Context: an optimization exercise on an open-source flow, tuned for small area, a short achievable clock period and few clock cycles. The choices shown serve that exercise and are no tape-out recipe.
Only simulation tests tie the RTL to the original design; equivalence was not proved.
No activity file was given, so power comes from the tool's default toggle rates.

`design/flow/run.sh`:
```
#!/bin/bash
# synth_recipe.tcl (not shown) runs the flow's synth.tcl, then flattens the netlist and writes it again
# the make line also repeats each setting of config.mk as NAME=value (left out here)
make -C /OpenROAD-flow-scripts/flow DESIGN_CONFIG=/design/flow/config.mk WORK_HOME=/design/flow/orfs CLKGATE_MAP_FILE= SYNTH_SCRIPT=/design/flow/synth_recipe.tcl finish
```
`design/flow/config.mk`:
```
export PLATFORM = sky130hd
export DESIGN_NAME = bbe
export DESIGN_NICKNAME = bbe
export VERILOG_FILES = /design/flow/design.v
export SDC_FILE = /design/flow/constraint.sdc
export NUM_CORES = 4
export LEC_CHECK = 0
export ABC_AREA = 1
export CAP_MARGIN = 20
export CELL_PAD_IN_SITES_DETAIL_PLACEMENT = 1
export CELL_PAD_IN_SITES_GLOBAL_PLACEMENT = 2
export CORE_MARGIN = 2
export CORE_UTILIZATION = 45
export GPL_ROUTABILITY_DRIVEN = 1
export PLACE_DENSITY = 0.6
export SETUP_SLACK_MARGIN = 3
export SLEW_MARGIN = 20
```
`design/flow/constraint.sdc`:
```
create_clock -name core_clock -period 15.0 [get_ports {clk}]
set_input_delay 3.0000 -clock core_clock [delete_from_list [all_inputs] [get_ports {clk}]]
set_output_delay 3.0000 -clock core_clock [all_outputs]
set_load 0.01 [all_outputs]
```
`design/flow/design.v`:
```
module bbe (
    input             clk,
    input             rst,         
    input             cmd_valid,   
    input      [31:0] cmd,
    input      [63:0] operand,
    output reg        rsp_valid,   
    output reg        rsp_ok,
    output     [63:0] result,
    output            fault_line,
    input      [5:0]  hrd_addr,    
    output     [7:0]  hrd_data
);
    localparam [2:0] F_ILLEGAL = 3'd1, F_MODE = 3'd2, F_OVERFLOW = 3'd3,
                     F_UNDERFLOW = 3'd4, F_DOMAIN = 3'd5, F_ALLOC = 3'd6;
    localparam [1:0] S_IDLE = 2'd0, S_PUT2 = 2'd1, S_GETV2 = 2'd2, S_COMP = 2'd3;
    reg [63:0] cache_q;
    reg [6:0]  free_q;
    reg        mode_q;        
    reg [3:0]  capw_q;        
    reg [3:0]  wposw_q;       
    reg [3:0]  rposw_q;       
    reg [2:0]  fault_q;
    reg [31:0] fcmd_q;
    reg [63:0] result_q;
    reg [63:0] store [0:7];
    reg [1:0]  state_q;
    reg        x64_q;         
    reg [2:0]  cdst_q;        
    reg [5:0]  mw_q;          
    reg        neg_q;         
    assign result     = result_q;
    assign fault_line = (fault_q != 3'd0);
    wire [63:0] hrd_word = store[hrd_addr[5:3]];
    assign hrd_data = hrd_word >> {hrd_addr[2:0], 3'b000};
    wire [63:0] next = store[rposw_q[2:0]];
    function [63:0] mask;      
        input [6:0] n;
        begin
            if (n[6]) mask = {64{1'b1}};
            else      mask = ({64'd0, 1'b1} << n[5:0]) - 64'd1;
        end
    endfunction
    function [63:0] byterev;   
        input [63:0] x;
        input [1:0]  n;        
        begin
            case (n)
                2'd1:    byterev = {48'd0, x[7:0], x[15:8]};
                2'd2:    byterev = {32'd0, x[7:0], x[15:8], x[23:16], x[31:24]};
                2'd3:    byterev = {x[7:0], x[15:8], x[23:16], x[31:24],
                                    x[39:32], x[47:40], x[55:48], x[63:56]};
                default: byterev = {56'd0, x[7:0]};
            endcase
        end
    endfunction
    function [63:0] bitrev;
        input [63:0] x;
        integer j;
        begin
            for (j = 0; j < 64; j = j + 1) bitrev[j] = x[63 - j];
        end
    endfunction
    function [63:0] rotr;      
        input [63:0] x;
        input [5:0]  n;
        begin
            rotr = ({x, x} >> n);
        end
    endfunction
    function [6:0] bitlen;
        input [63:0] m;
        integer j;
        begin
            bitlen = 7'd0;
            for (j = 0; j < 64; j = j + 1)
                if (m[j]) bitlen = j + 1;
        end
    endfunction
    function [63:0] ge_mask;   
        input [7:0] q;
        begin
            if (q[7])      ge_mask = {64{1'b1}};
            else if (q[6]) ge_mask = 64'd0;
            else           ge_mask = {64{1'b1}} << q[5:0];
        end
    endfunction
    wire [7:0] op = cmd[7:0];
    wire is_putb  = (op == 8'h01);
    wire is_getb  = (op == 8'h02);
    wire is_putf  = (op[7:3] == 5'h02) && (op[2:0] != 3'd7);
    wire is_getf  = (op[7:3] == 5'h03) && (op[2:0] != 3'd7);
    wire is_putv  = (op[7:2] == 6'h08) && (op[1:0] != 2'd3);
    wire is_getv  = (op[7:2] == 6'h0A) && (op[1:0] != 2'd3);
    wire is_alloc = (op == 8'h30);
    wire is_flip  = (op == 8'h31);
    wire is_comp  = (op == 8'h32);
    wire is_rdreg = (op == 8'h33);
    wire is_put = is_putb | is_putf | is_putv;
    wire is_get = is_getb | is_getf | is_getv;
    wire is_v   = is_putv | is_getv;
    reg legal;
    always @(*) begin
        if (is_putb | is_getb)                 legal = (cmd[31:14] == 18'd0);
        else if (is_putf | is_getf)            legal = (cmd[31:9] == 23'd0);
        else if (is_v)                         legal = (cmd[31:11] == 21'd0) && (cmd[9:8] != 2'd3);
        else if (is_alloc | is_flip | is_comp) legal = (cmd[31:8] == 24'd0);
        else if (is_rdreg)                     legal = (cmd[31:11] == 21'd0);
        else                                   legal = 1'b0;
    end
    wire [6:0] bwidth = {1'b0, cmd[13:8]} + 7'd1;    
    wire       bo     = cmd[8];
    wire [1:0] sm     = cmd[9:8];                    
    wire       st     = cmd[10];                     
    wire [2:0] idx    = cmd[10:8];
    wire       sgn_f  = (sm == 2'd2);                
    reg [1:0] fsz;         
    always @(*) begin
        case (op[2:0])
            3'd0:         fsz = 2'd0;
            3'd1, 3'd2:   fsz = 2'd1;
            3'd3, 3'd5:   fsz = 2'd2;
            default:      fsz = 2'd3;
        endcase
    end
    wire [6:0] fwidth = 7'd8 << fsz;
    wire       fsigned = (op[2:0] == 3'd0) || (op[2:0] == 3'd2) || (op[2:0] == 3'd3);
    wire [1:0] vsz = op[1:0];
    reg  [6:0] vw;
    reg  [2:0] vl;
    always @(*) begin
        case (vsz)
            2'd0:    begin vw = 7'd16; vl = 3'd3; end
            2'd1:    begin vw = 7'd32; vl = 3'd4; end
            default: begin vw = 7'd64; vl = 3'd5; end
        endcase
    end
    wire [63:0] fm = bitrev(mask(free_q));
    reg [63:0] vval;        
    always @(*) begin
        case (vsz)
            2'd0:    vval = {{48{operand[15]}}, operand[15:0]};
            2'd1:    vval = {{32{operand[31]}}, operand[31:0]};
            default: vval = operand;
        endcase
    end
    wire        vneg    = vval[63];
    wire [63:0] vmag    = vneg ? (~vval + 64'd1) : vval;
    wire        vdomain = vneg && (vmag == (64'd1 << (vw - 7'd1)));
    wire [6:0]  vbl     = bitlen(vmag);
    wire [6:0]  vn      = (vbl + 7'd3) >> 2;
    reg         vesc;
    always @(*) begin
        case ({st, vsz})
            3'b000:  vesc = |vmag[63:11];
            3'b001:  vesc = |vmag[63:26];
            3'b010:  vesc = |vmag[63:57];
            3'b100:  vesc = |vmag[63:8];
            3'b101:  vesc = |vmag[63:24];
            default: vesc = |vmag[63:28];
        endcase
    end
    wire [4:0]  pfx_v   = st ? vn[4:0] : vbl[5:1];
    wire [6:0]  hdr_c   = sgn_f ? {pfx_v, vneg, 1'b1} : {1'b0, pfx_v, 1'b1};
    wire [1:0]  hdr_e   = sgn_f ? {vneg, 1'b0} : 2'b00;
    wire [64:0] mag_a   = sgn_f ? {vmag, 1'b0} : {1'b0, vmag};
    reg  [64:0] mag_c;
    always @(*) begin
        if (st)               mag_c = {mag_a[61:0], 3'b000};
        else case (vsz)
            2'd0:             mag_c = {mag_a[61:0], 3'b000};
            2'd1:             mag_c = {mag_a[60:0], 4'b0000};
            default:          mag_c = {mag_a[59:0], 5'b00000};
        endcase
    end
    wire [65:0] putv_x  = vesc ? {mag_a, 1'b0} | {64'd0, hdr_e}
                               : {mag_c, 1'b0} | {59'd0, hdr_c};
    wire [6:0]  pfx_w   = st ? 7'd3 : {4'd0, vl};
    wire [6:0]  putv_t  = vesc ? (vw + {6'd0, sgn_f})
                               : (7'd1 + {6'd0, sgn_f} + pfx_w +
                                  (st ? {vn[4:0], 2'b00} : (vbl | 7'd1)));
    wire [6:0]  pf_w    = is_putb ? bwidth : fwidth;
    wire [63:0] pf_x    = ((is_putf & bo) ? byterev(operand, fsz) : operand) & mask(pf_w);
    wire [63:0] put_x   = is_putv ? putv_x[63:0] : pf_x;
    wire        put_x64 = is_putv & putv_x[64];
    wire [6:0]  put_t   = is_putv ? putv_t : pf_w;
    wire [63:0] prot    = rotr(put_x, free_q[5:0]);
    wire [63:0] fm_low  = fm & ~{fm[62:0], 1'b0};           
    wire [63:0] put_lo  = cache_q | (prot & fm);
    wire [63:0] put_hi  = (prot & ~fm) | (put_x64 ? fm_low : 64'd0);
    wire [7:0]  put_d   = {1'b0, free_q} - {1'b0, put_t};    
    wire [7:0]  g_h     = {1'b0, free_q} - 8'd1 - {7'd0, sgn_f} - {5'd0, vl};
    wire [7:0]  q_h     = g_h + {7'd0, g_h[0]} - 8'd1;      
    wire [7:0]  g_b     = {1'b0, free_q} - 8'd4 - {7'd0, sgn_f};
    wire [7:0]  q_b     = {g_b[7:2], 2'b00};                 
    wire [7:0]  q_v     = st ? q_b : q_h;
    wire        k1_vc   = q_v[7] | (|(vmag & ge_mask(q_v)));
    wire        k1_ve   = ({1'b0, vw} + {7'd0, sgn_f}) > {1'b0, free_q};
    wire        k1_b    = {1'b0, cmd[13:8]} >= free_q;
    wire        k1_f    = fwidth > free_q;
    wire        put_k1  = is_putv ? (vesc ? k1_ve : k1_vc) : is_putb ? k1_b : k1_f;
    wire        put_k2  = is_putv & (vsz == 2'd2) & sgn_f & vesc & (free_q == 7'd0);
    wire        room1   = (wposw_q + 4'd1 <= capw_q);
    wire        room2   = (wposw_q + 4'd2 <= capw_q);
    wire        put_ovf = (put_k1 & ~room1) | (put_k2 & ~room2);
    wire [6:0]  put_free = (put_d[7] & put_d[6]) ? {1'b0, put_d[5:0]} : put_d[6:0];
    wire [63:0] gm  = (cache_q & fm) | (next & ~fm);
    wire [63:0] S   = bitrev(rotr(bitrev(gm), free_q[5:0]));
    wire        getv2 = (state_q == S_GETV2);
    wire        g_flag  = S[0];
    wire        g_sign  = sgn_f & S[1];
    wire [6:0]  S_h     = sgn_f ? S[8:2] : S[7:1];
    wire [4:0]  g_lm    = (vsz == 2'd0) ? 5'h07 : (vsz == 2'd1) ? 5'h0f : 5'h1f;
    wire [4:0]  g_pfx   = S_h[4:0] & (st ? 5'h07 : g_lm);
    wire [2:0]  g_mpos  = 3'd1 + {2'd0, sgn_f} + (g_flag ? (st ? 3'd3 : vl) : 3'd0);
    wire [6:0]  g_mw    = !g_flag ? (vw - 7'd1)
                                  : (st ? {2'b00, g_pfx[2:0], 2'b00} : {1'b0, g_pfx, 1'b1});
    wire [7:0]  gv_t    = {5'd0, g_mpos} + {1'b0, g_mw};
    wire        gv_big  = gv_t[6] & (|gv_t[5:0]);   
    wire [2:0]  gx_p    = (is_getv & ~getv2) ? g_mpos : 3'd0;
    wire [6:0]  gx_w    = getv2 ? {1'b0, mw_q} : is_getb ? bwidth : is_getf ? fwidth : g_mw;
    wire [63:0] gval    = (S >> gx_p) & mask(gx_w);
    wire        gx_v    = getv2 | is_getv;
    wire        gx_neg  = getv2 ? neg_q : ((sm == 2'd1) | g_sign);
    wire [63:0] gneg    = (gx_v & gx_neg) ? (~gval + 64'd1) : gval;
    wire [63:0] gbase   = gx_v ? gneg : ((is_getf & bo) ? byterev(gval, fsz) : gval);
    wire [1:0]  gx_e    = getv2 ? 2'd3 : is_getv ? vsz + 2'd1 : is_getf ? fsz : 2'd3;
    wire        gx_s    = gx_v | (is_getf & fsigned);
    reg         gsbit;
    always @(*) begin
        case (gx_e)
            2'd0:    gsbit = gbase[7];
            2'd1:    gsbit = gbase[15];
            2'd2:    gsbit = gbase[31];
            default: gsbit = gbase[63];
        endcase
    end
    wire [63:0] gemask  = mask(7'd8 << gx_e);
    wire [63:0] get_res = (gbase & gemask) | ((gx_s & gsbit) ? ~gemask : 64'd0);
    wire [6:0]  get_t   = getv2 ? {1'b0, mw_q} : is_getb ? bwidth : is_getf ? fwidth : gv_t[6:0];
    wire [6:0]  get_tc  = (is_getv & ~getv2 & gv_big) ? {4'd0, g_mpos} : get_t;
    wire [7:0]  get_d   = {1'b0, free_q} - {1'b0, get_t};
    wire [7:0]  get_dc  = {1'b0, free_q} - {1'b0, get_tc};
    wire        get_unf = (get_d[7] & (rposw_q + 4'd1 > wposw_q)) |
                          (get_d[7] & ~get_d[6] & (rposw_q + 4'd2 > wposw_q));
    wire        get_k1  = get_dc[7];
    wire [6:0]  get_free = get_dc[7] ? {1'b0, get_dc[5:0]} : get_dc[6:0];
    reg [63:0] rdreg_val;
    always @(*) begin
        case (idx)
            3'd0:    rdreg_val = cache_q;
            3'd1:    rdreg_val = {57'd0, free_q};
            3'd2:    rdreg_val = {63'd0, mode_q};
            3'd3:    rdreg_val = {61'd0, fault_q};
            3'd4:    rdreg_val = {32'd0, fcmd_q};
            3'd5:    rdreg_val = {57'd0, capw_q, 3'd0};
            3'd6:    rdreg_val = {57'd0, wposw_q, 3'd0};
            default: rdreg_val = {57'd0, rposw_q, 3'd0};
        endcase
    end
    wire refused   = (fault_q != 3'd0) && !((is_alloc || is_rdreg) && legal);
    wire mode_bad  = (is_put && mode_q) || (is_get && !mode_q);
    wire alloc_bad = is_alloc && ((|operand[63:7]) || (operand[6] && (|operand[5:0])));
    wire flip_pend = is_flip && !mode_q && (free_q != 7'd64);
    wire flip_ovf  = flip_pend && !room1;
    wire [3:0] alloc_capw = operand[6:3] + {3'd0, (operand[2:0] != 3'd0)};
    reg [2:0] fcode;       
    always @(*) begin
        if (!legal)                      fcode = F_ILLEGAL;
        else if (mode_bad)               fcode = F_MODE;
        else if (is_putv && vdomain)     fcode = F_DOMAIN;
        else if (alloc_bad)              fcode = F_ALLOC;
        else if (flip_ovf)               fcode = F_OVERFLOW;
        else if (is_put && put_ovf)      fcode = F_OVERFLOW;
        else if (is_get && get_unf)      fcode = F_UNDERFLOW;
        else                             fcode = 3'd0;
    end
    wire idle   = (state_q == S_IDLE);
    wire exec   = idle && cmd_valid && !refused && (fcode == 3'd0);
    wire comp_go   = exec && is_comp && mode_q && (rposw_q != 4'd0) && (rposw_q != wposw_q);
    wire comp_step = comp_go || (state_q == S_COMP);
    wire comp_last = (rposw_q + 4'd1 == wposw_q);
    wire        st_clr = exec && is_alloc;
    wire        st_we  = comp_step || (state_q == S_PUT2) ||
                         (exec && ((is_put && put_k1) || flip_pend));
    wire [2:0]  st_wa  = comp_step ? cdst_q : wposw_q[2:0];
    wire [63:0] st_wd  = st_clr ? 64'd0 :
                         comp_step ? next :
                         (idle && is_put) ? put_lo : cache_q;
    integer i;
    always @(posedge clk) begin
        for (i = 0; i < 8; i = i + 1)
            if (st_clr || (st_we && st_wa == i))
                store[i] <= st_wd;
    end
    always @(posedge clk) begin
        if (rst) begin
            state_q   <= S_IDLE;
            rsp_valid <= 1'b0;
            rsp_ok    <= 1'b0;
            cache_q   <= 64'd0;
            free_q    <= 7'd64;
            mode_q    <= 1'b0;
            capw_q    <= 4'd0;
            wposw_q   <= 4'd0;
            rposw_q   <= 4'd0;
            fault_q   <= 3'd0;
            fcmd_q    <= 32'd0;
            result_q  <= 64'd0;
            cdst_q    <= 3'd0;
            x64_q     <= 1'b0;
            mw_q      <= 6'd0;
            neg_q     <= 1'b0;
        end else begin
            rsp_valid <= 1'b0;
            case (state_q)
                S_IDLE: if (cmd_valid) begin
                    if (refused) begin
                        rsp_ok    <= 1'b0;
                        rsp_valid <= 1'b1;
                    end else if (fcode != 3'd0) begin
                        if (fault_q == 3'd0) begin
                            fault_q <= fcode;
                            fcmd_q  <= cmd;
                        end
                        rsp_ok    <= 1'b0;
                        rsp_valid <= 1'b1;
                    end else if (is_put) begin
                        cache_q <= put_k1 ? put_hi : put_lo;
                        free_q  <= put_free;
                        x64_q   <= put_x64;
                        if (put_k1) wposw_q <= wposw_q + 4'd1;
                        if (put_k2) state_q <= S_PUT2;
                        else begin
                            rsp_ok    <= 1'b1;
                            rsp_valid <= 1'b1;
                        end
                    end else if (is_get) begin
                        free_q   <= get_free;
                        if (get_k1) begin
                            cache_q <= next;
                            rposw_q <= rposw_q + 4'd1;
                        end
                        if (is_getv && gv_big) begin
                            mw_q    <= g_mw[5:0];
                            neg_q   <= gx_neg;
                            state_q <= S_GETV2;
                        end else begin
                            result_q  <= get_res;
                            rsp_ok    <= 1'b1;
                            rsp_valid <= 1'b1;
                        end
                    end else if (is_alloc) begin
                        capw_q    <= alloc_capw;
                        cache_q   <= 64'd0;
                        free_q    <= 7'd64;
                        mode_q    <= 1'b0;
                        wposw_q   <= 4'd0;
                        rposw_q   <= 4'd0;
                        fault_q   <= 3'd0;
                        fcmd_q    <= 32'd0;
                        rsp_ok    <= 1'b1;
                        rsp_valid <= 1'b1;
                    end else if (is_flip) begin
                        if (flip_pend) wposw_q <= wposw_q + 4'd1;
                        mode_q    <= 1'b1;
                        cache_q   <= 64'd0;
                        free_q    <= 7'd0;
                        rposw_q   <= 4'd0;
                        rsp_ok    <= 1'b1;
                        rsp_valid <= 1'b1;
                    end else if (is_comp) begin
                        if (comp_go) begin
                            rposw_q <= rposw_q + 4'd1;
                            if (comp_last) begin
                                wposw_q   <= 4'd1;
                                rposw_q   <= 4'd0;
                                rsp_ok    <= 1'b1;
                                rsp_valid <= 1'b1;
                            end else begin
                                cdst_q  <= 3'd1;
                                state_q <= S_COMP;
                            end
                        end else begin
                            if (mode_q) begin
                                wposw_q <= wposw_q - rposw_q;
                                rposw_q <= 4'd0;
                            end
                            rsp_ok    <= 1'b1;
                            rsp_valid <= 1'b1;
                        end
                    end else begin   
                        result_q  <= rdreg_val;
                        rsp_ok    <= 1'b1;
                        rsp_valid <= 1'b1;
                    end
                end
                S_PUT2: begin
                    cache_q   <= {63'd0, x64_q};
                    wposw_q   <= wposw_q + 4'd1;
                    rsp_ok    <= 1'b1;
                    rsp_valid <= 1'b1;
                    state_q   <= S_IDLE;
                end
                S_GETV2: begin
                    result_q  <= get_res;
                    free_q    <= get_free;
                    if (get_k1) begin
                        cache_q <= next;
                        rposw_q <= rposw_q + 4'd1;
                    end
                    rsp_ok    <= 1'b1;
                    rsp_valid <= 1'b1;
                    state_q   <= S_IDLE;
                end
                default: begin   
                    rposw_q <= rposw_q + 4'd1;
                    cdst_q  <= cdst_q + 3'd1;
                    if (comp_last) begin
                        wposw_q   <= {1'b0, cdst_q} + 4'd1;
                        rposw_q   <= 4'd0;
                        cdst_q    <= 3'd0;
                        rsp_ok    <= 1'b1;
                        rsp_valid <= 1'b1;
                        state_q   <= S_IDLE;
                    end
                end
            endcase
        end
    end
endmodule
```
==> results of run 1 <==
==> registers in the layout (all words and copies together) (netlist names) <==
signal / flops
rsp_ok: 1
wposw_q: 4
cdst_q: 3
store: 512
result_q: 64
rposw_q: 4
mode_q: 1
mw_q: 6
cache_q: 64
fault_q: 3
fcmd_q: 32
free_q: 7
x64_q: 1
neg_q: 1
state_q: 2
rsp_valid: 1
capw_q: 4
==> area by class of cell <==
type	instances	area [sq um]
Clock buffer	101	2088
Timing Repair Buffer	498	4808
Antenna cell	20	50.05
Inverter	1189	4609
Clock inverter	42	435.4
Multi-Input combinational cell	8976	45860
Fill cell	21120	76410
Sequential cell	710	19360
Tap cell	2058	2575
Timing Repair inverter	1	8.758
==> kinds of logic (layout without fill, tap and decap cells) <==
| logic type | count (synthesis) | after routing |
|---|---|---|
| compound gates | 2820 | 2821 |
| flops | 710 | 710 |
| other cells | 0 | 20 |
| mux | 56 | 56 |
| xor+xnor | 60 | 60 |
| fa+ha+maj | 125 | 125 |
| simple gates | 5904 | 5914 |
| buf+inv | 1884 | 1831 |
==> cells in the mapped netlist (10+ instances only) <==
library cell and count:
xnor2_1 10, clkinv_1 19, or2_2 67, nor3_1 145, mux2i_1 56, o221ai_1 83, o21ai_1 121, o22ai_1 173
inv_1 1117, o31ai_1 23, nand3b_1 16, inv_2 48, o211ai_1 146, ha_1 117, edfxtp_1 512, o311ai_0 13
buf_1 127, a22oi_1 61, clkbuf_1 493, or2_0 10, a32o_1 26, buf_2 53, nand2_1 3412, nand2_4 10
nor2_4 12, xor2_1 50, a31oi_1 92, a221oi_1 121, nand2_2 24, o21ai_2 29, nor2_2 26, a21oi_1 683
a2111oi_0 28, dfxtp_1 198, o2111ai_1 45, nand3_1 711, nor4_1 60, buf_4 12, a22o_1 24, a211oi_1 39
nor2_1 1192, nand4_1 169, o21ai_0 1040
==> through the flow <==
| step | setup WS, ps | std cells | hold WS [ps] | util [%] |
|---|---|---|---|---|
| after floorplan | 3307 | 11560 | 430.8 | - |
| after global placement | 457.0 | 13310 | 446.8 | 47.66 |
| after detailed placement | 98.48 | 13310 | 451.8 | 47.66 |
| after CTS | 2928 | 13490 | 459.8 | 49.88 |
| after global routing | 2735 | 13580 | 489.4 | 51.06 |
| final | 3121 | 13600 | 459.8 | 51.08 |
==> where the power goes <==
| part | internal [mW] | switching [mW] | total, mW |
|---|---|---|---|
| logic | 0.449 | 1.29 | 1.74 |
| clock network | 1.04 | 0.936 | 1.97 |
| registers | 2.11 | 0.0792 | 2.19 |
==> how the worst min path moves through the flow <==
| stage | endpoint | slack [ps] | cells after the start |
|---|---|---|---|
| after floorplan | mw_q[4] | 430 | 2 |
| after global placement | mw_q[4] | 450 | 2 |
| after detailed placement | mw_q[4] | 450 | 2 |
| after CTS | mw_q[4] | 460 | 2 |
| after global routing | result_q[37] | 490 | 2 |
| final | mw_q[4] | 460 | 2 |
==> timing repair <==
item | CTS | global route
gates cloned | 11 | 9
setup buffers | 30 | 65
gates resized for setup | 133 | 261
pin swaps | 10 | 30
endpoints found under the setup margin | 1174 | 1221
==> metal layers <==
metal  GRT usage (%)  share of wire, %  routed length, um  up-vias
li1                -                 -                  -    39110
met1           62.35                36             157100    44210
met2           72.38                40             173600     7319
met3           19.85                14              61830     2123
met4           42.55                10              45280       46
met5          0.6244              0.11                485        -
==> worst max-delay path: cells and delay by family, from the launching register on <==
family | cells | cell delay (ps)
fa+ha+maj | 5 | 1320
buf+inv | 10 | 1600
compound gates | 15 | 2700
xor+xnor | 2 | 470
simple gates | 35 | 5020
flops | 1 | 440
==> qor.csv, run 1 <==
stage,metric,value,unit
synthesis,Synth top area share,21.70,%
clock_network,# hold bufs at CTS,0,
synthesis,"area leader, netlist",edfxtp_1,
grt,first-pass GRT wire length,613600,um
clock_network,H-tree Lvls,3,
timing,Least-Margin Pin Slew,1665,ps
grt,vias in the first global route,87620,
setup_path,data arrival time of the worst path,12300,ps
die,die area,0.1606,sq mm
synthesis,syn_nets,11790,
setup_path,crit-path max FO,25,
route,Final ANT Viol Nets,0,
clock_network,clock buffer depth,3,
synthesis,Mapped Avg Cell Area,6.130,sq um
setup_path,delay of the slowest cell on the worst path,460,ps
synthesis,post-synthesis mux area share,0.7911,%
placed_design,DPL Wire Length,317000,um
grt,total congestion overflow,0,
synthesis,Mapped Cells,11560,
clock_network,clk latency of the worst-skew pair,730,ps
placed_design,Placed Area,0.07445,sq mm
setup_path,CP max-delay cell,a211oi_4,
route,Remaining DRCs,0,
timing,f_max,84.18,MHz
timing,Final setup viols,0,
die,core area,0.1562,sq mm
setup_path,FF-to-FF End,store[2][59],
timing,Pins Over Slew Limit,3,
route,routed wire length,438300,um
layout,final net count,11680,
grt,initial antenna violation count,46,
synthesis,post-synthesis sequential area ratio,27.29,%
timing,RSZ-0062 raised after global routing,yes,
setup_path,Worst Setup SP,free_q[1],
timing,Final TNS setup,0,ps
setup_path,Startpoint Class,flop,
die,starting density of the core,45.36,%
timing,skew final,61.77,ps
clock_network,"Clk pin slew, worst setup/hold paths",70,ps
setup_path,Worst Reg-to-Reg Cells,67,
die,Die Y,400.8,um
synthesis,"Cell Area, Synth",0.07086,sq mm
power_and_ir_drop,Final Power,5.909,mW
synthesis,number of flops mapped to enable cells by yosys,512,
setup_path,reg2reg setup slack,3120,ps
run_status,outcome,"complete, but fails checks",
layout,"most common cell after layout, fill and taps aside",nand2_1,
timing,min Tclk post-route,11880,ps
timing,final hold violation count,0,
layout,share of cells above drive strength 1,8.613,%
min_path,Hold Startpoint,mw_q[4],
setup_path,critical path endpoint,store[2][59],
route,Initial DRT Pass Iterations,13,
power_and_ir_drop,Lkg Pwr,33.05,nW
route,DR iter-0 viols,15080,
timing,Slew headroom,-11.69,%
layout,"commonest non-fill, non-tap cells in the layout","3379 x nand2_1, 1143 x nor2_1, 1084 x inv_1",
layout,fin area,0.07980,sq mm
clock_network,Clock Sinks,710,
synthesis,largest family of logic cells by synthesized area,simple AND/OR/NAND/NOR gates,
route,total number of vias,92810,
power_and_ir_drop,Power Density,74.05,mW/mm^2
synthesis,adder-cell area share of the yosys netlist,2.292,%
run_status,layout check faults,"capacitance limit, slew limit",
power_and_ir_drop,Worst VDD drop,0.00009170,V
route,WL/cell,32.24,um
synthesis,#FFs+latches synth,710,
die,Die Wd,400.8,um
placed_design,GP Congestion,1.176,
timing,Final Cycle Share,79.19,%
die,FP Rows,145,
layout,Layout area overhead,12.62,%
setup_path,"most used cell, CP",nand2_1,
min_path,min-delay worst type,reg -> reg,
clock_network,clock buffer count from CTS,78,
setup_path,Critical Setup Path Class,reg -> reg,
synthesis,top post-synthesis cells by area,"edfxtp_1 22%, nand2_1 18%, o21ai_0 7.3%",
synthesis,Ys Warns,2,
clock_network,CTS root buf,clkbuf_16,
synthesis,ys async rst share,0,%
placed_design,IO Port Bufs,179,
synthesis,synth unique cells,84,
setup_path,CP endpoint kind,flop,
clock_network,TritonCTS clock tree,built,
grt,pin count of the biggest net entering global routing,133,
synthesis,Synth Flop Type,edfxtp_1,
synthesis,simple-gate share of the synthesized area,34.86,%
route,vias per inst,6.826,
flow_run,max-capacitance violation count,1,
grt,total track usage,51.67,%
setup_path,CP required,15420,ps
die,io pins,180,
synthesis,Compound-Gate Fraction of Synth Area,23.77,%
synthesis,area share of xor/xnor cells in the synthesized design,0.7417,%
setup_path,Worst R2R Start,free_q[1],
Testbench counts, summed over its fixed seeds: cycles 7,977.
==> inputs of run 2 (changes only) <==
--- a/design/flow/config.mk
+++ b/design/flow/config.mk
@@ -15,3 +15,3 @@
 export PLACE_DENSITY = 0.6
-export SETUP_SLACK_MARGIN = 3
+export SETUP_SLACK_MARGIN = 5
 export SLEW_MARGIN = 20
==> qor.csv, run 2 <==
stage,metric,value,unit
synthesis,#FFs+latches synth,710,
grt,total track usage,76.84,%
placed_design,Placed Area,0.07455,sq mm
timing,Worst EP Category,register data pin,
synthesis,Mapped Avg Cell Area,6.130,sq um
clock_network,H-tree Lvls,3,
clock_network,clock buffer depth,3,
die,FP Rows,145,
synthesis,syn_nets,11790,
placed_design,IO Port Bufs,179,
die,io pins,180,
clock_network,clock buffer count from CTS,79,
run_status,Halt Stage,global routing (5_1_grt),
synthesis,post-synthesis sequential area ratio,27.29,%
run_status,outcome,did not finish,
synthesis,"Cell Area, Synth",0.07086,sq mm
synthesis,Ys Warns,2,
synthesis,Synth top area share,21.70,%
placed_design,dpl ws,34.24,ps
clock_network,CTS root buf,clkbuf_16,
die,starting density of the core,45.36,%
placed_design,# placed instances,13300,
synthesis,most common cell in the netlist,nand2_1,
synthesis,top post-synthesis cells by area,"edfxtp_1 22%, nand2_1 18%, o21ai_0 7.3%",
synthesis,Mapped Cells,11560,
synthesis,number of flops mapped to enable cells by yosys,512,
clock_network,# hold bufs at CTS,0,
placed_design,DPL Wire Length,313600,um
run_status,stop err,[ERROR GRT-0232] Routing congestion too high. Check the congestion heatmap in the GUI.,
timing,GR repair worst EP,store[1][15]$_DFFE_PP_/DE,
grt,pin count of the biggest net entering global routing,81,
die,Die Wd,400.8,um
grt,initial antenna violation count,114,
die,Die Y,400.8,um
clock_network,Clock Sinks,710,
synthesis,Synth top cells by count,"3412 x nand2_1, 1192 x nor2_1, 1117 x inv_1",
synthesis,Synth Flop Type,edfxtp_1,
placed_design,GP Congestion,1.166,
synthesis,"area leader, netlist",edfxtp_1,
synthesis,ys async rst share,0,%
synthesis,synth unique cells,84,
grt,total congestion overflow,42,
run 2: cell counts after synthesis:
No cell type changed its count.
run 2: worst max path at each step:
stage	startpoint	endpoint	slack, ps
2_1_floorplan	cmd[1]	store[1][0]	4730
3_3_place_gp	cmd[1]	store[3][23]	350
3_5_place_dp	cmd[1]	store[7][43]	30
4_1_cts	cmd[1]	store[1][8]	4730
run 2: what timing repair did:
| item | CTS |
|---|---|
| gates cloned | 86 |
| setup buffers | 361 |
| pin swaps | 261 |
| setup endpoints to repair | 1228 |
| resized for setup | 1059 |
run 2: kinds of logic after synthesis:
family / after synthesis / share of synthesized area [%]
AOI/OAI and AO/OA: 2820 / 23.77
xor gates and xnor gates: 60 / 0.7417
adders and majority gates: 125 / 2.292
buffers and inverters: 1884 / 10.25
DFF: 710 / 27.29
muxes: 56 / 0.7911
and+or+nand+nor: 5904 / 34.86
run 2: power by group through the flow:
stage | logic [mW] | clock network, mW | registers (mW)
global placement | 1.53 | 0 | 2.22
floorplan | 0.945 | 0 | 2.17
CTS | 1.78 | 2.08 | 2.18
detailed placement | 1.56 | 0 | 2.22
run 2: metal layers:
layer,GRT overflow,global-route usage (%)
met5,0,46.63
met4,19,69.78
met3,5,66.04
met2,16,89.30
met1,2,78.56
==> inputs of run 3 (changes only) <==
--- a/design/flow/design.v
+++ b/design/flow/design.v
@@ -40,3 +40,23 @@
             if (n[6]) mask = {64{1'b1}};
-            else      mask = ({64'd0, 1'b1} << n[5:0]) - 64'd1;
+            else      mask = ~({64{1'b1}} << n[5:0]);
+        end
+    endfunction
+    function [63:0] pre_or;    
+        input [63:0] x;
+        reg   [63:0] p1, p2, p4, p8, p16;
+        begin
+            p1     = x  | {x[62:0],  1'b0};
+            p2     = p1 | {p1[61:0], 2'b0};
+            p4     = p2 | {p2[59:0], 4'b0};
+            p8     = p4 | {p4[55:0], 8'b0};
+            p16    = p8 | {p8[47:0], 16'b0};
+            pre_or = p16 | {p16[31:0], 32'b0};
+        end
+    endfunction
+    function [63:0] negate;    
+        input [63:0] x;
+        reg   [63:0] p;
+        begin
+            p      = pre_or(x);
+            negate = x ^ {p[62:0], 1'b0};
         end
@@ -70,9 +90,15 @@
     endfunction
-    function [6:0] bitlen;
+    function [6:0] bitlen;     
         input [63:0] m;
-        integer j;
+        reg   [63:0] up, top;
         begin
-            bitlen = 7'd0;
-            for (j = 0; j < 64; j = j + 1)
-                if (m[j]) bitlen = j + 1;
+            up  = bitrev(pre_or(bitrev(m)));        
+            top = m & ~{1'b0, up[63:1]};
+            bitlen[0] = |(top & 64'h5555555555555555);
+            bitlen[1] = |(top & 64'h6666666666666666);
+            bitlen[2] = |(top & 64'h7878787878787878);
+            bitlen[3] = |(top & 64'h7f807f807f807f80);
+            bitlen[4] = |(top & 64'h7fff80007fff8000);
+            bitlen[5] = |(top & 64'h7fffffff80000000);
+            bitlen[6] = |(top & 64'h8000000000000000);
         end
@@ -147,3 +173,3 @@
     wire        vneg    = vval[63];
-    wire [63:0] vmag    = vneg ? (~vval + 64'd1) : vval;
+    wire [63:0] vmag    = vneg ? negate(vval) : vval;
     wire        vdomain = vneg && (vmag == (64'd1 << (vw - 7'd1)));
@@ -177,6 +203,2 @@
                                : {mag_c, 1'b0} | {59'd0, hdr_c};
-    wire [6:0]  pfx_w   = st ? 7'd3 : {4'd0, vl};
-    wire [6:0]  putv_t  = vesc ? (vw + {6'd0, sgn_f})
-                               : (7'd1 + {6'd0, sgn_f} + pfx_w +
-                                  (st ? {vn[4:0], 2'b00} : (vbl | 7'd1)));
     wire [6:0]  pf_w    = is_putb ? bwidth : fwidth;
@@ -185,3 +207,2 @@
     wire        put_x64 = is_putv & putv_x[64];
-    wire [6:0]  put_t   = is_putv ? putv_t : pf_w;
     wire [63:0] prot    = rotr(put_x, free_q[5:0]);
@@ -190,14 +211,49 @@
     wire [63:0] put_hi  = (prot & ~fm) | (put_x64 ? fm_low : 64'd0);
-    wire [7:0]  put_d   = {1'b0, free_q} - {1'b0, put_t};    
-    wire [7:0]  g_h     = {1'b0, free_q} - 8'd1 - {7'd0, sgn_f} - {5'd0, vl};
-    wire [7:0]  q_h     = g_h + {7'd0, g_h[0]} - 8'd1;      
-    wire [7:0]  g_b     = {1'b0, free_q} - 8'd4 - {7'd0, sgn_f};
-    wire [7:0]  q_b     = {g_b[7:2], 2'b00};                 
-    wire [7:0]  q_v     = st ? q_b : q_h;
+    wire [7:0]  F8      = {1'b0, free_q};
+    wire        f_lt8   = (free_q < 7'd8);
+    wire        f_lt16  = (free_q < 7'd16);
+    wire        f_lt17  = (free_q < 7'd17);
+    wire        f_lt32  = (free_q < 7'd32);
+    wire        f_lt33  = (free_q < 7'd33);
+    wire        f_lt64  = (free_q < 7'd64);
+    wire        f_zero  = (free_q == 7'd0);
+    wire [7:0]  qh5     = (F8 - 8'd5) | 8'd1;
+    wire [7:0]  qh6     = (F8 - 8'd6) | 8'd1;
+    wire [7:0]  qh7     = (F8 - 8'd7) | 8'd1;
+    wire [7:0]  qh8     = (F8 - 8'd8) | 8'd1;
+    wire [7:0]  qb0     = (F8 - 8'd4) & 8'hFC;
+    wire [7:0]  qb1     = (F8 - 8'd5) & 8'hFC;
+    reg  [7:0]  q_v;
+    always @(*) begin
+        if (st) q_v = sgn_f ? qb1 : qb0;
+        else case ({sgn_f, vsz})
+            3'b000:  q_v = qh5;
+            3'b001:  q_v = qh6;
+            3'b100:  q_v = qh6;
+            3'b101:  q_v = qh7;
+            3'b110:  q_v = qh8;
+            default: q_v = qh7;
+        endcase
+    end
     wire        k1_vc   = q_v[7] | (|(vmag & ge_mask(q_v)));
-    wire        k1_ve   = ({1'b0, vw} + {7'd0, sgn_f}) > {1'b0, free_q};
-    wire        k1_b    = {1'b0, cmd[13:8]} >= free_q;
-    wire        k1_f    = fwidth > free_q;
+    reg         k1_ve;
+    always @(*) begin
+        case (vsz)
+            2'd0:    k1_ve = sgn_f ? f_lt17 : f_lt16;
+            2'd1:    k1_ve = sgn_f ? f_lt33 : f_lt32;
+            default: k1_ve = sgn_f | f_lt64;
+        endcase
+    end
+    wire        k1_b    = ~fm[~cmd[13:8]];           
+    reg         k1_f;                                
+    always @(*) begin
+        case (fsz)
+            2'd0:    k1_f = f_lt8;
+            2'd1:    k1_f = f_lt16;
+            2'd2:    k1_f = f_lt32;
+            default: k1_f = f_lt64;
+        endcase
+    end
     wire        put_k1  = is_putv ? (vesc ? k1_ve : k1_vc) : is_putb ? k1_b : k1_f;
-    wire        put_k2  = is_putv & (vsz == 2'd2) & sgn_f & vesc & (free_q == 7'd0);
+    wire        put_k2  = is_putv & (vsz == 2'd2) & sgn_f & vesc & f_zero;
     wire        room1   = (wposw_q + 4'd1 <= capw_q);
@@ -205,3 +261,36 @@
     wire        put_ovf = (put_k1 & ~room1) | (put_k2 & ~room2);
-    wire [6:0]  put_free = (put_d[7] & put_d[6]) ? {1'b0, put_d[5:0]} : put_d[6:0];
+    wire [5:0]  F6      = free_q[5:0];
+    wire [5:0]  fe4 = F6 - 6'd4, fe5 = F6 - 6'd5, fe6 = F6 - 6'd6, fe7 = F6 - 6'd7;
+    wire [5:0]  fe16 = F6 - 6'd16, fe17 = F6 - 6'd17, fe32 = F6 - 6'd32, fe33 = F6 - 6'd33;
+    wire [5:0]  fe1 = F6 - 6'd1;
+    reg  [5:0]  fe_c, fe_e;
+    always @(*) begin
+        if (st) fe_c = sgn_f ? fe5 : fe4;                       
+        else case ({sgn_f, vsz})                                
+            3'b000:  fe_c = fe4;
+            3'b001:  fe_c = fe5;
+            3'b100:  fe_c = fe5;
+            3'b101:  fe_c = fe6;
+            3'b110:  fe_c = fe7;
+            default: fe_c = fe6;
+        endcase
+        case (vsz)                                              
+            2'd0:    fe_e = sgn_f ? fe17 : fe16;
+            2'd1:    fe_e = sgn_f ? fe33 : fe32;
+            default: fe_e = sgn_f ? fe1 : F6;
+        endcase
+    end
+    wire [5:0]  pv_var  = st ? {vn[3:0], 2'b00} : (vbl[5:0] | 6'd1);
+    wire [5:0]  pv_free = vesc ? fe_e : (fe_c - pv_var);
+    wire [5:0]  pb_free = F6 + ~cmd[13:8];                     
+    reg  [5:0]  pf_free;
+    always @(*) begin
+        case (fsz)
+            2'd0:    pf_free = F6 - 6'd8;
+            2'd1:    pf_free = fe16;
+            2'd2:    pf_free = fe32;
+            default: pf_free = F6;
+        endcase
+    end
+    wire [6:0]  put_free = {1'b0, is_putv ? pv_free : is_putb ? pb_free : pf_free};
     wire [63:0] gm  = (cache_q & fm) | (next & ~fm);
@@ -217,4 +306,46 @@
                                   : (st ? {2'b00, g_pfx[2:0], 2'b00} : {1'b0, g_pfx, 1'b1});
-    wire [7:0]  gv_t    = {5'd0, g_mpos} + {1'b0, g_mw};
-    wire        gv_big  = gv_t[6] & (|gv_t[5:0]);   
+    wire [6:0]  t_h30   = 7'd5 + {3'd0, S[3:1], 1'b0};
+    wire [6:0]  t_h31   = 7'd6 + {3'd0, S[4:2], 1'b0};
+    wire [6:0]  t_h40   = 7'd6 + {2'd0, S[4:1], 1'b0};
+    wire [6:0]  t_h41   = 7'd7 + {2'd0, S[5:2], 1'b0};
+    wire [6:0]  t_h50   = 7'd7 + {1'd0, S[5:1], 1'b0};
+    wire [6:0]  t_h51   = 7'd8 + {1'd0, S[6:2], 1'b0};
+    wire [6:0]  t_b0    = 7'd4 + {2'd0, S[3:1], 2'b0};
+    wire [6:0]  t_b1    = 7'd5 + {2'd0, S[4:2], 2'b0};
+    wire        k_h30 = t_h30 > free_q, k_h31 = t_h31 > free_q;
+    wire        k_h40 = t_h40 > free_q, k_h41 = t_h41 > free_q;
+    wire        k_h50 = t_h50 > free_q, k_h51 = t_h51 > free_q;
+    wire        k_b0  = t_b0 > free_q,  k_b1  = t_b1 > free_q;
+    wire        k2_h50 = f_zero & (t_h50 > 7'd64), k2_h51 = f_zero & (t_h51 > 7'd64);
+    wire        big_h50 = (t_h50 > 7'd64), big_h51 = (t_h51 > 7'd64);
+    reg  [6:0]  gv_t;
+    reg         gv_k1, gv_k2, gv_big;
+    always @(*) begin
+        gv_k2  = 1'b0;
+        gv_big = 1'b0;
+        if (!g_flag) begin
+            gv_t  = vw + {6'd0, sgn_f};
+            gv_k1 = k1_ve;
+            gv_k2 = (vsz == 2'd2) & sgn_f & f_zero;
+            gv_big = (vsz == 2'd2) & sgn_f;
+        end else if (st) begin
+            gv_t  = sgn_f ? t_b1 : t_b0;
+            gv_k1 = sgn_f ? k_b1 : k_b0;
+        end else case (vsz)
+            2'd0: begin
+                gv_t  = sgn_f ? t_h31 : t_h30;
+                gv_k1 = sgn_f ? k_h31 : k_h30;
+            end
+            2'd1: begin
+                gv_t  = sgn_f ? t_h41 : t_h40;
+                gv_k1 = sgn_f ? k_h41 : k_h40;
+            end
+            default: begin
+                gv_t   = sgn_f ? t_h51 : t_h50;
+                gv_k1  = sgn_f ? k_h51 : k_h50;
+                gv_k2  = sgn_f ? k2_h51 : k2_h50;
+                gv_big = sgn_f ? big_h51 : big_h50;
+            end
+        endcase
+    end
     wire [2:0]  gx_p    = (is_getv & ~getv2) ? g_mpos : 3'd0;
@@ -224,3 +355,3 @@
     wire        gx_neg  = getv2 ? neg_q : ((sm == 2'd1) | g_sign);
-    wire [63:0] gneg    = (gx_v & gx_neg) ? (~gval + 64'd1) : gval;
+    wire [63:0] gneg    = (gx_v & gx_neg) ? negate(gval) : gval;
     wire [63:0] gbase   = gx_v ? gneg : ((is_getf & bo) ? byterev(gval, fsz) : gval);
@@ -239,10 +370,14 @@
     wire [63:0] get_res = (gbase & gemask) | ((gx_s & gsbit) ? ~gemask : 64'd0);
-    wire [6:0]  get_t   = getv2 ? {1'b0, mw_q} : is_getb ? bwidth : is_getf ? fwidth : gv_t[6:0];
-    wire [6:0]  get_tc  = (is_getv & ~getv2 & gv_big) ? {4'd0, g_mpos} : get_t;
-    wire [7:0]  get_d   = {1'b0, free_q} - {1'b0, get_t};
-    wire [7:0]  get_dc  = {1'b0, free_q} - {1'b0, get_tc};
-    wire        get_unf = (get_d[7] & (rposw_q + 4'd1 > wposw_q)) |
-                          (get_d[7] & ~get_d[6] & (rposw_q + 4'd2 > wposw_q));
-    wire        get_k1  = get_dc[7];
-    wire [6:0]  get_free = get_dc[7] ? {1'b0, get_dc[5:0]} : get_dc[6:0];
+    wire        rroom1  = (rposw_q + 4'd1 <= wposw_q);
+    wire        rroom2  = (rposw_q + 4'd2 <= wposw_q);
+    wire        get_k1f = is_getb ? k1_b : is_getf ? k1_f : gv_k1;     
+    wire        get_k2f = is_getv & gv_k2;
+    wire        get_unf = (get_k1f & ~rroom1) | (get_k2f & ~rroom2);
+    wire        gbig    = is_getv & ~getv2 & gv_big;
+    wire        k1_mw   = {1'b0, mw_q} > free_q;
+    wire        k1_mp   = {4'd0, g_mpos} > free_q;
+    wire        get_k1  = getv2 ? k1_mw : gbig ? k1_mp : get_k1f;
+    wire [5:0]  get_t6  = getv2 ? mw_q : gbig ? {3'd0, g_mpos} :
+                          is_getb ? cmd[13:8] + 6'd1 : is_getf ? fwidth[5:0] : gv_t[5:0];
+    wire [6:0]  get_free = {1'b0, free_q[5:0] - get_t6};
     reg [63:0] rdreg_val;
@@ -343,3 +478,3 @@
                         end
-                        if (is_getv && gv_big) begin
+                        if (gbig) begin
                             mw_q    <= g_mw[5:0];
--- a/design/flow/config.mk
+++ b/design/flow/config.mk
@@ -12,5 +12,5 @@
 export CORE_MARGIN = 2
-export CORE_UTILIZATION = 45
+export CORE_UTILIZATION = 35
 export GPL_ROUTABILITY_DRIVEN = 1
-export PLACE_DENSITY = 0.6
+export PLACE_DENSITY = 0.5
 export SETUP_SLACK_MARGIN = 5
==> qor.csv, run 3 <==
stage,metric,value,unit
run_status,outcome,no timing/DRC/antenna violations,
setup_path,critical path endpoint,store[7][7],
synthesis,Synth top area share,20.91,%
timing,RSZ-0062 raised after global routing,yes,
route,Remaining DRCs,0,
timing,Final Cycle Share,66.91,%
synthesis,Mapped Cells,12380,
synthesis,top post-synthesis cells by area,"edfxtp_1 21%, nand2_1 19%, nand3_1 12%",
synthesis,Ys Warns,2,
setup_path,data arrival time of the worst path,10640,ps
setup_path,Worst Reg-to-Reg Cells,45,
die,die area,0.2137,sq mm
clock_network,clock buffer count from CTS,85,
setup_path,CP max-delay cell,clkdlybuf4s50_1,
grt,vias in the first global route,92670,
layout,max reg flops,512,
synthesis,most common cell in the netlist,nand2_1,
min_path,Hold Startpoint,result_q[60],
timing,WHS,464.4,ps
layout,Layout area overhead,13.00,%
synthesis,area share of xor/xnor cells in the synthesized design,0.7726,%
die,io pins,180,
route,WL/cell,33.65,um
synthesis,post-synthesis mux area share,0.3404,%
die,Die Y,462.3,um
route,Initial DRT Pass Iterations,6,
die,starting density of the core,35.15,%
setup_path,Startpoint Class,primary input,
timing,Least-Margin Pin Slew,1219,ps
layout,fin area,0.08308,sq mm
power_and_ir_drop,Lkg Pwr,37.19,nW
die,Die Wd,462.3,um
power_and_ir_drop,Power Density,69.88,mW/mm^2
setup_path,Worst R2R Start,rposw_q[1],
layout,"commonest non-fill, non-tap cells in the layout","3725 x nand2_1, 1711 x nand3_1, 1170 x inv_1",
synthesis,adder-cell area share of the yosys netlist,2.474,%
synthesis,Mapped Avg Cell Area,5.937,sq um
setup_path,Worst Setup SP,cmd[9],
placed_design,IO Port Bufs,179,
timing,Final TNS setup,0,ps
setup_path,CP required,15600,ps
grt,total congestion overflow,0,
layout,Biggest register,store,
setup_path,FF-to-FF End,store[5][21],
die,core area,0.2092,sq mm
synthesis,syn_nets,12630,
route,vias per inst,6.409,
grt,initial antenna violation count,29,
grt,first-pass GRT wire length,705800,um
synthesis,simple-gate share of the synthesized area,40.04,%
grt,total track usage,45.37,%
clock_network,"Clk pin slew, worst setup/hold paths",60,ps
timing,f_max,99.63,MHz
setup_path,CP endpoint kind,flop,
clock_network,Clock Sinks,710,
flow_run,max-capacitance violation count,0,
clock_network,H-tree Lvls,3,
layout,share of cells above drive strength 1,7.645,%
synthesis,ys async rst share,0,%
setup_path,crit-path max FO,25,
die,FP Rows,168,
setup_path,reg2reg setup slack,5050,ps
placed_design,GP Congestion,1.136,
synthesis,Compound-Gate Fraction of Synth Area,19.45,%
synthesis,number of flops mapped to enable cells by yosys,512,
timing,Final setup viols,0,
layout,biggest regs,"store (512), cache_q (64), result_q (64)",
clock_network,clk latency of the worst-skew pair,770,ps
setup_path,"most used cell, CP",nand2_1,
timing,Slew headroom,18.07,%
grt,pin count of the biggest net entering global routing,119,
synthesis,Synth Flop Type,edfxtp_1,
timing,Pins Over Slew Limit,0,
synthesis,synth unique cells,73,
power_and_ir_drop,Worst VDD drop,0.00009968,V
clock_network,clock buffer depth,3,
layout,"most common cell after layout, fill and taps aside",nand2_1,
route,total number of vias,97190,
setup_path,Critical Setup Path Class,in -> reg,
timing,min Tclk post-route,10040,ps
route,routed wire length,510300,um
timing,skew final,46.99,ps
placed_design,Placed Area,0.07821,sq mm
synthesis,"area leader, netlist",edfxtp_1,
route,Final ANT Viol Nets,0,
setup_path,delay of the slowest cell on the worst path,620,ps
synthesis,#FFs+latches synth,710,
layout,Fillers,27850,
placed_design,DPL Wire Length,391400,um
timing,final hold violation count,0,
synthesis,post-synthesis sequential area ratio,26.30,%
synthesis,"Cell Area, Synth",0.07352,sq mm
route,DR iter-0 viols,14220,
min_path,min-delay worst type,reg -> reg,
synthesis,Synth top cells by count,"3763 x nand2_1, 1735 x nand3_1, 1192 x inv_1",
clock_network,TritonCTS clock tree,built,
layout,final net count,12530,
clock_network,CTS root buf,clkbuf_16,
layout,final core occ,39.72,%
synthesis,largest family of logic cells by synthesized area,simple AND/OR/NAND/NOR gates,
run 3: worst min path at each step:
stage,to,slack [ps],cells after the start
after floorplan,neg_q,440,1
after global placement,neg_q,440,1
after detailed placement,result_q[60],460,2
after CTS,result_q[60],470,2
after global routing,result_q[60],480,2
final,result_q[60],460,2
run 3: critical path, delay by kind of cell:
kind                       cells  cell delay, ps
adders and majority gates      1             400
AOI/OAI and AO/OA              6            1760
and+or+nand+nor               16            2480
buffers and inverters          9            2950
run 3: through the flow:
| stage | setup slack, ps | power, mW | instances |
|---|---|---|---|
| after floorplan | 5443 | 2.964 | 12380 |
| after global placement | 2052 | 3.588 | 14900 |
| final | 4963 | 5.805 | 15160 |
| after global routing | 4974 | 5.936 | 15160 |
| after detailed placement | 1965 | 3.595 | 14900 |
| after CTS | 4998 | 5.723 | 15100 |
run 3: layout make-up:
class                   count  area (sq um)  share of cell area [%]
clock buffers             107          2261                   2.721
inverters                1261          4842                   5.828
well taps                2805          3510                   4.224
diodes                     11         27.53                 0.03313
flip-flops and latches    710         19370                   23.31
repair inverters            2         12.51                 0.01506
multi-input cells        9698         47780                   57.51
repair buffers            520          4805                   5.783
clock inverters            50         478.0                  0.5753
run 3: logic make-up after synthesis:
family | Yosys count
buffers and inverters | 1984
DFF | 710
adders and majority gates | 143
and+or+nand+nor | 6991
AOI/OAI and AO/OA | 2467
muxes | 25
xor gates and xnor gates | 64
run 3: report_power, final:
part / switching (mW) / internal [mW]
sequential: 0.0214 / 2.11
clock: 0.970 / 1.17
combinational: 1.17 / 0.370
total: 2.16 / 3.65
run 3: layer usage:
layer,GRT usage (%),routed length [um],up-vias
met5,0,409,-
met4,31.13,42050,26
met3,10.74,57830,1507
met2,65.03,206000,6396
met1,59.95,204000,47710
li1,-,-,41550
run 3: timing repair:
action | CTS | global route
setup endpoints to repair | 1229 | 1162
pin swaps | 34 | 25
hold buffers | 0 | 0
cloned | 7 | 6
buffers inserted | 36 | 42
gates resized for setup | 217 | 149
Testbench counts of run 3, summed over its fixed seeds: cycles 7,977.
==> inputs of run 4 (changes only) <==
--- a/design/flow/config.mk
+++ b/design/flow/config.mk
@@ -17 +17,2 @@
 export SLEW_MARGIN = 20
+export TNS_END_PERCENT = 5
==> qor.csv, run 4 <==
stage,metric,value,unit
timing,f_max,98.49,MHz
timing,Final setup viols,0,
layout,biggest regs,"store (512), cache_q (64), result_q (64)",
route,Final ANT Viol Nets,0,
layout,fin area,0.08285,sq mm
setup_path,crit-path cells,clkdlybuf4s50_1 > inv_1 > nor3_2 > buf_6 > inv_4 > buf_6 > o22ai_1 > a2111oi_1 > o221ai_1 > a32o_1 > clkdlybuf4s50_1,
route,total number of vias,97520,
grt,first-pass GRT wire length,705200,um
setup_path,reg2reg setup slack,5000,ps
synthesis,Mapped Avg Cell Area,5.937,sq um
die,die area,0.2137,sq mm
setup_path,delay of the slowest cell on the worst path,780,ps
setup_path,CP Buf/Inv Count,6,
setup_path,Critical Setup Path Class,in -> out,
placed_design,DPL Wire Length,391400,um
timing,skew final,51.22,ps
timing,Least-Margin Pin Slew,1185,ps
timing,Final Cycle Share,67.69,%
route,Remaining DRCs,0,
timing,WHS,463.5,ps
placed_design,# placed instances,14900,
layout,"commonest non-fill, non-tap cells in the layout","3728 x nand2_1, 1715 x nand3_1, 1171 x inv_1",
run_status,outcome,no timing/DRC/antenna violations,
clock_network,clk latency of the worst-skew pair,770,ps
grt,initial antenna violation count,31,
layout,share of cells above drive strength 1,7.326,%
placed_design,IO Port Bufs,179,
placed_design,dpl ws,1965,ps
synthesis,syn_nets,12630,
setup_path,crit-path leading delay family,buffers and inverters,
synthesis,post-synthesis sequential area ratio,26.30,%
timing,min Tclk post-route,10150,ps
power_and_ir_drop,Power Density,70.02,mW/mm^2
setup_path,critical path endpoint,hrd_data[4],
synthesis,Synth top cells by count,"3763 x nand2_1, 1735 x nand3_1, 1192 x inv_1",
synthesis,Ys Warns,2,
die,Die Wd,462.3,um
layout,Biggest register,store,
route,vias per inst,6.434,
timing,Slew headroom,18.99,%
die,Die Y,462.3,um
setup_path,Worst Reg-to-Reg Cells,46,
route,routed wire length,510800,um
clock_network,"Clk pin slew, worst setup/hold paths",60,ps
synthesis,synth unique cells,73,
setup_path,Startpoint Class,primary input,
flow_run,max-capacitance violation count,0,
min_path,min-delay worst type,reg -> reg,
synthesis,Mapped Cells,12380,
layout,Fillers,27870,
clock_network,# hold bufs at CTS,0,
synthesis,most common cell in the netlist,nand2_1,
grt,total track usage,45.35,%
grt,vias in the first global route,92550,
synthesis,"Cell Area, Synth",0.07352,sq mm
synthesis,Synth top area share,20.91,%
grt,pin count of the biggest net entering global routing,119,
synthesis,number of flops mapped to enable cells by yosys,512,
timing,Final TNS setup,0,ps
setup_path,CP max-delay cell,a2111oi_1,
timing,RSZ-0062 raised after global routing,yes,
route,WL/cell,33.70,um
power_and_ir_drop,Final Power,5.801,mW
setup_path,Worst Setup SP,hrd_addr[4],
route,DR iter-0 viols,14720,
synthesis,"area leader, netlist",edfxtp_1,
layout,final core occ,39.61,%
synthesis,top post-synthesis cells by area,"edfxtp_1 21%, nand2_1 19%, nand3_1 12%",
power_and_ir_drop,Lkg Pwr,37.10,nW
synthesis,ys async rst share,0,%
setup_path,stages on the worst setup path,11,
setup_path,data arrival time of the worst path,7150,ps
setup_path,FF-to-FF End,store[5][23],
clock_network,clock buffer depth,3,
power_and_ir_drop,Worst VDD drop,0.00009923,V
die,core area,0.2092,sq mm
setup_path,crit-path max FO,28,
placed_design,Placed Area,0.07821,sq mm
clock_network,CTS root buf,clkbuf_16,
layout,max reg flops,512,
synthesis,#FFs+latches synth,710,
placed_design,GP Congestion,1.136,
route,Initial DRT Pass Iterations,7,
layout,Finished Layout Cells,15160,
timing,Pins Over Slew Limit,0,
timing,final hold violation count,0,
layout,"most common cell after layout, fill and taps aside",nand2_1,
clock_network,TritonCTS clock tree,built,
setup_path,CP required,12000,ps
die,starting density of the core,35.15,%
layout,final net count,12520,
setup_path,CP endpoint kind,primary output,
clock_network,Clock Sinks,710,
die,FP Rows,168,
grt,total congestion overflow,0,
setup_path,Worst R2R Start,free_q[6],
timing,Setup WS post-layout,4847,ps
clock_network,clock buffer count from CTS,85,
layout,Layout area overhead,12.68,%
die,io pins,180,
clock_network,H-tree Lvls,3,
synthesis,Synth Flop Type,edfxtp_1,
run 4: cell counts after synthesis:
Identical to the previous run, type by type.
run 4: cells by family after synthesis:
group / synth area share (%)
buffers and inverters: 10.62
AO/OA/AOI/OAI: 19.45
adder cells (fa/ha/maj): 2.474
multiplexers: 0.3404
AND/OR/NAND/NOR: 40.04
flip-flops: 26.30
XOR/XNOR: 0.7726
run 4: final cells by class:
| class | instances | area (sq um) | share of cell area, % |
|---|---|---|---|
| flip-flops and latches | 710 | 19370 | 23.38 |
| clock inverters | 50 | 478.0 | 0.5769 |
| clock buffers | 107 | 2261 | 2.729 |
| diodes | 11 | 27.53 | 0.03323 |
| repair buffers | 514 | 4726 | 5.704 |
| well taps | 2805 | 3510 | 4.236 |
| repair inverters | 2 | 10.01 | 0.01208 |
| multi-input cells | 9696 | 47640 | 57.50 |
| inverters | 1261 | 4830 | 5.829 |
run 4: worst min-delay path by stage:
stage | start | to | slack (ps) | depth (start not counted)
floorplan | neg_q | neg_q | 440 | 1
global placement | neg_q | neg_q | 440 | 1
detailed placement | result_q[60] | result_q[60] | 460 | 2
CTS | result_q[60] | result_q[60] | 470 | 2
global route | result_q[60] | result_q[60] | 480 | 2
finish | result_q[60] | result_q[60] | 460 | 2
run 4: where the power goes:
group          total, mW  switching (mW)  leakage [nW]  internal, mW
Sequential          2.13          0.0213          6.34          2.11
Combinational       1.53            1.17          29.4         0.367
Clock               2.13           0.968          1.33          1.17
run 4: per-layer routing:
layer	up-vias	track usage, %	wire (um)
met4	22	30.62	41030
met1	47900	59.85	202900
met2	6604	65.18	207400
li1	41530	-	-
met3	1460	10.89	59310
met5	-	0	148
run 4: repair_timing:
action,in CTS,in global routing
cloned,6,5
resized for setup,188,126
pin swaps,25,27
endpoints found under the hold margin,0,0
setup buffers,25,47
endpoints found under the setup margin,1229,1169
run 4: worst register-to-register path: cells and delay by family, from the launching register on:
family,cells,cell delay [ps]
DFF,1,300
AOI/OAI and AO/OA,6,980
xor gates and xnor gates,1,290
buffers and inverters,7,1700
and+or+nand+nor,31,5990
adders and majority gates,1,310
==> inputs of run 5 (changes only) <==
==> design/flow/flow/run.sh (new file) <==
#!/bin/bash
set -euo pipefail
bash standard.sh SETUP_SLACK_MARGIN=7 finish > standard_flow.log 2>&1
==> design/flow/standard.sh (new file) <==
#!/bin/bash
# synth_recipe.tcl (not shown) runs the flow's synth.tcl, then flattens the netlist and writes it again
# the make line also repeats each setting of config.mk as NAME=value (left out here)
make -C /OpenROAD-flow-scripts/flow DESIGN_CONFIG=/design/flow/config.mk WORK_HOME=/design/flow/orfs CLKGATE_MAP_FILE= SYNTH_SCRIPT=/design/flow/synth_recipe.tcl "${@:-finish}"
removed: design/flow/run.sh
==> qor.csv, run 5 <==
stage,metric,value,unit
run_status,outcome,no timing/DRC/antenna violations,
timing,Final setup viols,0,
setup_path,"most used cell, CP",nand2_1,
die,Die Y,462.3,um
timing,min Tclk post-route,9009,ps
flow_run,max-capacitance violation count,0,
synthesis,"Cell Area, Synth",0.07352,sq mm
timing,skew final,113.1,ps
clock_network,CTS root buf,clkbuf_16,
route,total number of vias,101100,
route,WL/cell,36.14,um
timing,Final Cycle Share,60.06,%
synthesis,#FFs+latches synth,710,
setup_path,data arrival time of the worst path,9560,ps
grt,total track usage,49.72,%
setup_path,Critical Setup Path Class,reg -> reg,
die,io pins,180,
grt,vias in the first global route,96240,
layout,Sequential Area,0.01937,sq mm
layout,share of cells above drive strength 1,14.36,%
power_and_ir_drop,Worst VDD drop,0.00008675,V
route,routed wire length,556800,um
grt,first-pass GRT wire length,763900,um
clock_network,H-tree Lvls,3,
synthesis,number of flops mapped to enable cells by yosys,512,
layout,Fillers,27150,
clock_network,clk latency of the worst-skew pair,860,ps
route,vias per inst,6.564,
timing,f_max,111.0,MHz
layout,Biggest register,store,
timing,Pins Over Slew Limit,0,
synthesis,top post-synthesis cells by area,"edfxtp_1 21%, nand2_1 19%, nand3_1 12%",
setup_path,CP max-delay cell,buf_16,
clock_network,"Clk pin slew, worst setup/hold paths",60,ps
die,core area,0.2092,sq mm
synthesis,"area leader, netlist",edfxtp_1,
grt,total congestion overflow,0,
layout,final net count,12750,
synthesis,Mapped Cells,12380,
layout,max reg flops,512,
synthesis,ys async rst share,0,%
setup_path,CP required,15550,ps
clock_network,Clock Sinks,710,
timing,Least-Margin Pin Slew,1315,ps
synthesis,synth unique cells,73,
die,Die Wd,462.3,um
route,DR iter-0 viols,15360,
layout,fin area,0.09065,sq mm
timing,Slew headroom,12.02,%
die,die area,0.2137,sq mm
timing,Final TNS setup,0,ps
grt,pin count of the biggest net entering global routing,89,
die,starting density of the core,35.15,%
synthesis,Mapped Avg Cell Area,5.937,sq um
layout,Multi-input gate area,0.05203,sq mm
clock_network,TritonCTS clock tree,built,
setup_path,CP endpoint kind,flop,
route,Remaining DRCs,0,
layout,"commonest non-fill, non-tap cells in the layout","3535 x nand2_1, 1570 x nand3_1, 1154 x inv_1",
synthesis,Synth Flop Type,edfxtp_1,
clock_network,clock buffer count from CTS,86,
setup_path,crit-path max FO,34,
setup_path,delay of the slowest cell on the worst path,490,ps
placed_design,IO Port Bufs,179,
power_and_ir_drop,Lkg Pwr,39.97,nW
setup_path,crit-path leading delay family,simple AND/OR/NAND/NOR gates,
route,Final ANT Viol Nets,0,
placed_design,GP Congestion,1.124,
timing,final hold violation count,0,
synthesis,Synth top area share,20.91,%
setup_path,Startpoint Class,flop,
placed_design,Placed Area,0.07814,sq mm
placed_design,DPL Wire Length,390700,um
min_path,min-delay worst type,reg -> reg,
synthesis,Synth top cells by count,"3763 x nand2_1, 1735 x nand3_1, 1192 x inv_1",
layout,biggest regs,"store (512), cache_q (64), result_q (64)",
layout,"most common cell after layout, fill and taps aside",nand2_1,
power_and_ir_drop,Power Density,67.38,mW/mm^2
synthesis,post-synthesis sequential area ratio,26.30,%
clock_network,clock buffer depth,3,
synthesis,syn_nets,12630,
synthesis,Ys Warns,2,
timing,RSZ-0062 raised after global routing,yes,
layout,Layout area overhead,23.30,%
grt,initial antenna violation count,40,
die,FP Rows,168,
synthesis,most common cell in the netlist,nand2_1,
route,Initial DRT Pass Iterations,7,
setup_path,CP Buf/Inv Count,5,
## run 5: cell counts after synthesis
No cell type changed its count.
## run 5: worst paths after layout
check / end / slack [ps] / depth (start not counted) / start
worst max-delay path: store[1][55] / 5990 / 45 / rposw_q[0]
worst min-delay path: result_q[50] / 460 / 2 / result_q[50]
worst max register to register: store[1][55] / 5990 / 45 / rposw_q[0]
worst min register to register: result_q[50] / 460 / 2 / result_q[50]
## run 5: area by class of cell
cell class	instances	area share (%)
timing repair inverter	4	0.05107
sequential	710	21.37
clock inverter	56	0.7315
tap	2805	3.872
clock buffer	102	2.473
multi-input combinational	9747	57.39
antenna	28	0.07729
timing repair buffer	696	8.469
inverter	1261	5.568
## run 5: cells by family after synthesis
family	share of synthesized area, %
compound gates	19.45
xor+xnor	0.7726
fa+ha+maj	2.474
buf+inv	10.62
flops	26.30
mux	0.3404
simple gates	40.04
## run 5: worst min-delay path, stage by stage, from the launching register on
cell     delay [ps]
dfxtp_1         310
nand2_1          60
a21oi_1          50
## run 5: per-layer routing
metal	track usage [%]	share of wire, %	vias up
li1	-	-	42200
met1	62.41	38	49470
met2	70.56	40	7390
met3	14.93	13	2065
met4	39.18	10	22
met5	0	0.065	-
## run 5: power by group
part / switching (mW) / internal [mW]
clock network: 1.01 / 1.23
logic: 1.28 / 0.458
registers: 0.0250 / 2.11
total: 2.31 / 3.80
## run 5: through the flow
| step | hold slack (ps) | power, mW | worst slack (ps) | cells | util [%] |
|---|---|---|---|---|---|
| after global placement | 442.5 | 3.583 | 2464 | 14880 | 37.35 |
| final | 462.5 | 6.108 | 5991 | 15410 | 43.34 |
| after CTS | 465.1 | 5.976 | 6507 | 15320 | 42.66 |
| after detailed placement | 456.3 | 3.595 | 2191 | 14880 | 37.36 |
| after global routing | 482.0 | 6.224 | 5863 | 15380 | 43.31 |
| after floorplan | 435.4 | 2.969 | 6956 | 12380 | - |
## run 5: repair_timing
item | 4_1_cts | 5_1_grt
setup buffers | 210 | 50
pin swaps | 224 | 101
setup endpoints to repair | 1230 | 1230
hold buffers | 0 | 0
gates cloned | 79 | 8
resized for setup | 1311 | 187

[static timing again, ports no longer ideal]
The flow's constraints put no driver on any port. The routed layouts listed below were extracted and timed again, unchanged, in two steps.
Step 1: set_driving_cell puts a clkbuf_16 on clk and a buf_2 on each other input, an assumption about the parent block.
Step 2 times the ports against the registers' clock, not the clock port: input delays grow and output delays shrink by t, the midpoint of the rising clock arrivals with the driver on.
a / b / c = ideal ports / drivers / drivers and shift; a / b = the first two.
run	shift t [ns]	setup slack, ns	hold WS [ns]
run 1	0.790	3.121 / 3.121 / 2.468	0.460 / 0.460 / 0.460
run 3	0.847	4.963 / 4.995 / 4.195	0.464 / 0.464 / 0.464
run 4	0.845	4.847 / 4.818 / 4.173	0.464 / 0.464 / 0.464
run 5	0.896	5.991 / 5.991 / 5.274	0.463 / 0.463 / 0.463
The setup slack of run 3, which loses most, moves by +0.032 ns with the drivers and by -0.768 ns with both steps.
